From an optimization exercise on the open Yosys and OpenROAD flow, aimed at small area, a short achievable clock period and few clock cycles per item; shortcuts taken in it are not production practice.
In this exercise RTL edits were held to simulation tests only and were not proved equivalent to the original.
Power and IR drop assume default switching activity.

run C:
==> flow/design.v <==
module crsf_framer (
    input  wire       clk,
    input  wire       rst,         
    input  wire       in_valid,
    input  wire [7:0] in_data,
    output wire       in_ready,
    output wire       out_valid,
    output wire [7:0] out_data,
    output wire       out_last,
    input  wire       out_ready
);
    localparam [1:0] M_SEEK  = 2'd0,    
                     M_HSYNC = 2'd1,    
                     M_CAND  = 2'd2;    
    localparam TAPG = 16;                
    localparam RDG  = 4;                 
    function automatic [7:0] crc8_step(input [7:0] r, input [7:0] d);
        integer k;
        reg [7:0] c;
        begin
            c = r ^ d;
            for (k = 0; k < 8; k = k + 1)
                c = c[7] ? ((c << 1) ^ 8'hD5) : (c << 1);
            crc8_step = c;
        end
    endfunction
    function automatic is_sync(input [7:0] b);
        is_sync = (b == 8'hC8) || (b == 8'hEA) || (b == 8'hEC) || (b == 8'hEE);
    endfunction
    function automatic len_ok(input [7:0] b);
        len_ok = (b[7:6] == 2'b00) && (b[5:1] != 5'd0) && (b[5:0] != 6'd63);
    endfunction
    reg  [7:0] ring [0:63];
    reg  [5:0] base;               
    reg  [5:0] ph;                 
    reg  [6:0] wr;                 
    reg        in_rdy;
    reg  [6:0] ra;                 
    reg  [5:0] ra_ph;              
    reg  [7:0] rd;
    reg        rd_v;
    reg        ra_live;            
    reg        fl;                 
    reg  [1:0] mode;
    reg  [6:0] s;                  
    reg  [5:0] k;                  
    reg  [7:0] crc;
    reg  [6:0] nxt;                
    reg        nxt_v;
    reg        psync;              
    reg  [6:0] q0, q1, q2;         
    reg  [1:0] qn;
    reg        qfull;              
    reg        e_act;
    reg  [6:0] e;                  
    reg  [5:0] e_ph;               
    reg  [1:0] eph;                
    reg  [5:0] rem;                
    reg        el;                 
    reg  [7:0] od;                 
    reg        ol;
    reg        ov;
    reg  [7:0] oc;                 
    reg        ocl;
    reg        gr;                 
    reg  [5:0] pa;                 
    wire [7:0] pdat = ring[pa - (pa % RDG)];
    wire       wen = in_valid && in_rdy;
    integer i;
    always @(posedge clk) begin
        for (i = 0; i < 64; i = i + 1) begin
            if (i % TAPG == 1 && wen && ph == i)
                ring[i] <= in_data;
            else
                ring[i] <= ring[(i + 63) % 64];
        end
    end
    wire [6:0] rp    = ra - 7'd1;     
    wire       avail = ra_live ? wen : (gr && !fl && (ra_ph % RDG == 0));
    always @(posedge clk)
        rd <= ra_live ? in_data : pdat;
    wire       sy    = is_sync(rd);
    wire       lv    = len_ok(rd);
    wire [7:0] crc_n = crc8_step(crc, rd);
    wire       last  = (k == 6'd0);
    wire       pass  = (crc == rd);
    wire       chk      = rd_v && (mode == M_CAND) && last;
    wire       commit   = chk && pass && !qfull;
    wire       stall    = chk && pass && qfull;
    wire       rewind   = chk && !pass && nxt_v;
    wire       flush    = stall || rewind;
    wire [6:0] flush_to = stall ? rp : (nxt + 7'd1);
    wire [6:0] ra_inc  = ra + {6'd0, avail};
    wire       live_nx = ra_live ? 1'b1 : (avail && !wen && (ra + 7'd1 == wr));
    wire [5:0] ra_ph_nx = fl ? (base + 6'd1 - ra[5:0]) : avail ? ra_ph : ra_ph + 6'd1;
    always @(posedge clk) begin
        if (rst) begin
            ra      <= 7'd0;
            ra_ph   <= 6'd0;
            rd_v    <= 1'b0;
            ra_live <= 1'b1;
            fl      <= 1'b0;
        end else begin
            ra      <= flush ? flush_to : ra_inc;
            ra_ph   <= ra_ph_nx;
            rd_v    <= avail && !flush;
            ra_live <= live_nx && !flush;
            fl      <= flush;
        end
    end
    always @(posedge clk) begin
        if (rst) begin
            mode  <= M_SEEK;
            nxt_v <= 1'b0;
        end else if (rd_v) begin
            case (mode)
                M_SEEK: begin
                    if (sy) begin
                        mode <= M_HSYNC;
                        s    <= rp;
                    end
                end
                M_HSYNC: begin
                    if (lv) begin
                        mode  <= M_CAND;
                        k     <= rd[5:0] - 6'd1;
                        crc   <= 8'h00;
                        nxt_v <= 1'b0;
                        psync <= 1'b0;
                    end else if (sy) begin
                        s    <= rp;
                    end else begin
                        mode <= M_SEEK;
                    end
                end
                default: begin
                    if (!last) begin
                        crc   <= crc_n;
                        k     <= k - 6'd1;
                        psync <= sy;
                        if (psync && lv && !nxt_v) begin
                            nxt   <= rp - 7'd1;
                            nxt_v <= 1'b1;
                        end
                    end else if (pass) begin
                        if (!qfull)
                            mode <= M_SEEK;
                    end else if (nxt_v) begin
                        mode <= M_HSYNC;
                        s    <= nxt;
                    end else if (psync && lv) begin
                        s     <= rp - 7'd1;
                        k     <= rd[5:0] - 6'd1;
                        crc   <= 8'h00;
                        nxt_v <= 1'b0;
                        psync <= 1'b0;
                    end else if (sy) begin
                        mode <= M_HSYNC;
                        s    <= rp;
                    end else begin
                        mode <= M_SEEK;
                    end
                end
            endcase
        end
    end
    wire       issue   = e_act && !gr && (!ov || out_ready) && (e_ph % RDG == 0);
    wire       pop     = qn != 2'd0 && (!e_act || (issue && el));
    wire [6:0] e_nx    = pop ? q0 : e + {6'd0, issue};
    wire [5:0] e_ph_nx = pop ? (base + 6'd1 - q0[5:0]) : issue ? e_ph : e_ph + 6'd1;
    wire [1:0] qn_nx   = qn + {1'b0, commit} - {1'b0, pop};
    wire       full_hi = pop ? (qn == 2'd3 && chk) : (qn == 2'd3 || (qn == 2'd2 && chk));
    wire       gr_nx   = !live_nx && !full_hi;
    always @(posedge clk) begin
        if (rst) begin
            gr <= 1'b0;
            pa <= 6'd0;
        end else begin
            gr <= gr_nx;
            pa <= gr_nx ? ra_ph_nx : e_ph_nx;
        end
    end
    wire [7:0] od_nx = issue ? pdat : oc;
    wire       ol_nx = issue ? el : ocl;
    always @(posedge clk) begin
        od <= od_nx;
        ol <= ol_nx;
        if (issue) begin
            oc  <= od_nx;
            ocl <= ol_nx;
        end
    end
    always @(posedge clk) begin
        if (rst) begin
            ov    <= 1'b0;
            e_act <= 1'b0;
            qn    <= 2'd0;
            qfull <= 1'b0;
            el    <= 1'b0;
        end else begin
            ov   <= issue || (ov && !out_ready);
            e    <= e_nx;
            e_ph <= e_ph_nx;
            if (pop)
                el <= 1'b0;
            else if (issue)
                el <= (eph == 2'd2) && (rem == 6'd2);
            if (pop) begin
                eph   <= 2'd0;
                e_act <= 1'b1;
            end else if (issue) begin
                if (eph == 2'd0) begin
                    eph <= 2'd1;
                end else if (eph == 2'd1) begin
                    eph <= 2'd2;
                    rem <= pdat[5:0];
                end else begin
                    rem <= rem - 6'd1;
                    if (rem == 6'd1)
                        e_act <= 1'b0;
                end
            end
            if (pop) begin
                q0 <= (qn == 2'd1) ? s : q1;
                q1 <= (qn == 2'd2) ? s : q2;
                q2 <= s;
            end else begin
                if (qn == 2'd0) q0 <= s;
                if (qn == 2'd1) q1 <= s;
                if (qn == 2'd2) q2 <= s;
            end
            qn    <= qn_nx;
            qfull <= (qn_nx == 2'd3);
        end
    end
    wire [6:0] front = e_act ? e : (qn != 2'd0) ? q0 : (mode == M_SEEK) ? rp : s;
    reg  [6:0] front_q;
    wire [6:0] used  = wr - front_q;
    wire [5:0] ph_nx = wen ? ph : ph + 6'd1;
    always @(posedge clk) begin
        if (rst) begin
            base    <= 6'd0;
            ph      <= 6'd1;
            wr      <= 7'd0;
            front_q <= 7'd0;
            in_rdy  <= 1'b1;
        end else begin
            base    <= base + 6'd1;
            ph      <= ph_nx;
            wr      <= wr + {6'd0, wen};
            front_q <= front;
            in_rdy  <= (ph_nx % TAPG == 1) && (({1'b0, used} + {7'd0, wen}) <= 8'd63);
        end
    end
    assign in_ready  = in_rdy;
    assign out_valid = ov;
    assign out_data  = od;
    assign out_last  = ol;
endmodule
export LEC_CHECK = 0
export ABC_CLOCK_PERIOD_IN_PS = 3000
export CAP_MARGIN = 20
export CORE_MARGIN = 2
export CORE_UTILIZATION = 40
export CTS_CLUSTER_DIAMETER = 100
export CTS_CLUSTER_SIZE = 25
export SETUP_SLACK_MARGIN = 5
export SLEW_MARGIN = 20
create_clock -name core_clock -period 8.0 [get_ports {clk}]
standard.sh (not shown) runs the stock make flow with config.mk's settings and CLKGATE_MAP_FILE= SYNTH_SCRIPT=/design/flow/synth_recipe.tcl, a recipe that flattens the netlist after the stock synthesis.
==> flow/flow/run.sh <==
#!/bin/bash
# The standard ORFS flow (the standard.sh, synthesis unchanged) with two
# changes to how the layout is made:
#   - port buffers use a regular buffer cell (buf_4) instead of a delay cell;
#   - timing repair aims for a setup slack of MARGIN ns at the fixed clock.
# The make output goes to flow_make.log; ORFS keeps each step's log under orfs/logs.
set -euo pipefail
MARGIN=5.4
sed "s/SETUP_SLACK_MARGIN=[0-9.]*/SETUP_SLACK_MARGIN=${MARGIN}/" standard.sh > standard_margin.sh
export BUFFER_PORTS_ARGS="-buffer_cell sky130_fd_sc_hd__buf_4"
bash standard_margin.sh > flow_make.log 2>&1
Run C finished end to end and its layout was clean on timing, DRC and antenna.
Testbench counts of run C, summed over its fixed seeds: cycles 34,454, bytes 32,000.
Input changes introduced in run R (baseline for comparison: run C):
diff --git a/flow/design.v b/flow/design.v
--- a/flow/design.v
+++ b/flow/design.v
@@ -11,11 +11,10 @@
 );
     localparam [1:0] M_SEEK  = 2'd0,    
                      M_HSYNC = 2'd1,    
                      M_CAND  = 2'd2;    
     localparam TAPG = 16;                
-    localparam RDG  = 4;                 
     function automatic [7:0] crc8_step(input [7:0] r, input [7:0] d);
         integer k;
         reg [7:0] c;
         begin
             c = r ^ d;
@@ -62,11 +61,11 @@
     reg        ov;
     reg  [7:0] oc;                 
     reg        ocl;
     reg        gr;                 
     reg  [5:0] pa;                 
-    wire [7:0] pdat = ring[pa - (pa % RDG)];
+    wire [7:0] pdat = ring[pa];
     wire       wen = in_valid && in_rdy;
     integer i;
     always @(posedge clk) begin
         for (i = 0; i < 64; i = i + 1) begin
             if (i % TAPG == 1 && wen && ph == i)
@@ -74,11 +73,11 @@
             else
                 ring[i] <= ring[(i + 63) % 64];
         end
     end
     wire [6:0] rp    = ra - 7'd1;     
-    wire       avail = ra_live ? wen : (gr && !fl && (ra_ph % RDG == 0));
+    wire       avail = ra_live ? wen : (gr && !fl);
     always @(posedge clk)
         rd <= ra_live ? in_data : pdat;
     wire       sy    = is_sync(rd);
     wire       lv    = len_ok(rd);
     wire [7:0] crc_n = crc8_step(crc, rd);
@@ -162,11 +161,11 @@
                     end
                 end
             endcase
         end
     end
-    wire       issue   = e_act && !gr && (!ov || out_ready) && (e_ph % RDG == 0);
+    wire       issue   = e_act && !gr && (!ov || out_ready);
     wire       pop     = qn != 2'd0 && (!e_act || (issue && el));
     wire [6:0] e_nx    = pop ? q0 : e + {6'd0, issue};
     wire [5:0] e_ph_nx = pop ? (base + 6'd1 - q0[5:0]) : issue ? e_ph : e_ph + 6'd1;
     wire [1:0] qn_nx   = qn + {1'b0, commit} - {1'b0, pop};
     wire       full_hi = pop ? (qn == 2'd3 && chk) : (qn == 2'd3 || (qn == 2'd2 && chk));
[summary]
- Changes observed in run R relative to run C: share of cell area taken by multi-input logic gates rose by 6.2 points; clock-buffer cell count rose by 5.3%; total routing usage reported by global routing rose by 5.4 points; clock insertion delay at the later pin of the skew report rose by 0.02 ns.
- Worst setup slack sits lower in run R than in run C.
- Relative to run C, the share of power burned in the clock network of run R is lower by 2.6 points.
- Number of cell rows sits higher in run R than in run C.
- When run R is measured against run C, its combinational power share turns out 7.9 points higher.
- Sequential share of cell area in run R is 7.5 points below run C.
- Run C → run R: synthesis-to-layout area growth now sits higher, synthesized area now sits higher.
- Going from run C to run R, total power divided by cell area grows by 2.6 nW/um2.
- When run R is measured against run C, its shortest period the worst path allows turns out 0.020 ns higher.
Testbench counts of run R, summed over its fixed seeds: cycles 34,275, bytes 32,000.

-- re-timing with driven ports --
In the flow no input, the clock included, has a driving cell. The finished layouts below were timed again as built, in two steps. Step 1 (the two cells are an assumption about what drives the block):
set clk [get_ports {clk}]
set_driving_cell -lib_cell sky130_fd_sc_hd__clkbuf_16 $clk
set_driving_cell -lib_cell sky130_fd_sc_hd__buf_2 [delete_from_list [all_inputs] $clk]
Step 2 moves the port delays by t, midway between the first and last clock arrival at a register: inputs arrive t later, outputs are due t later. That takes back most of the time a late clock gives input paths. Slacks: no drivers / after step 1 / after step 2; pairs: no drivers / after step 1.
| run | shift t [ns] | slack for setup (ns) | hold WS [ns] |
|---|---|---|---|
| run C | 0.674 | 5.279 / 5.219 / 4.666 | 0.278 / 0.278 / 0.278 |
| run R | 0.694 | 5.258 / 5.197 / 4.713 | 0.319 / 0.319 / 0.319 |
After both steps setup and hold are still met in every run listed. For run C, which loses most, drivers alone change the setup slack by -0.060 ns; drivers and shift together by -0.613 ns.
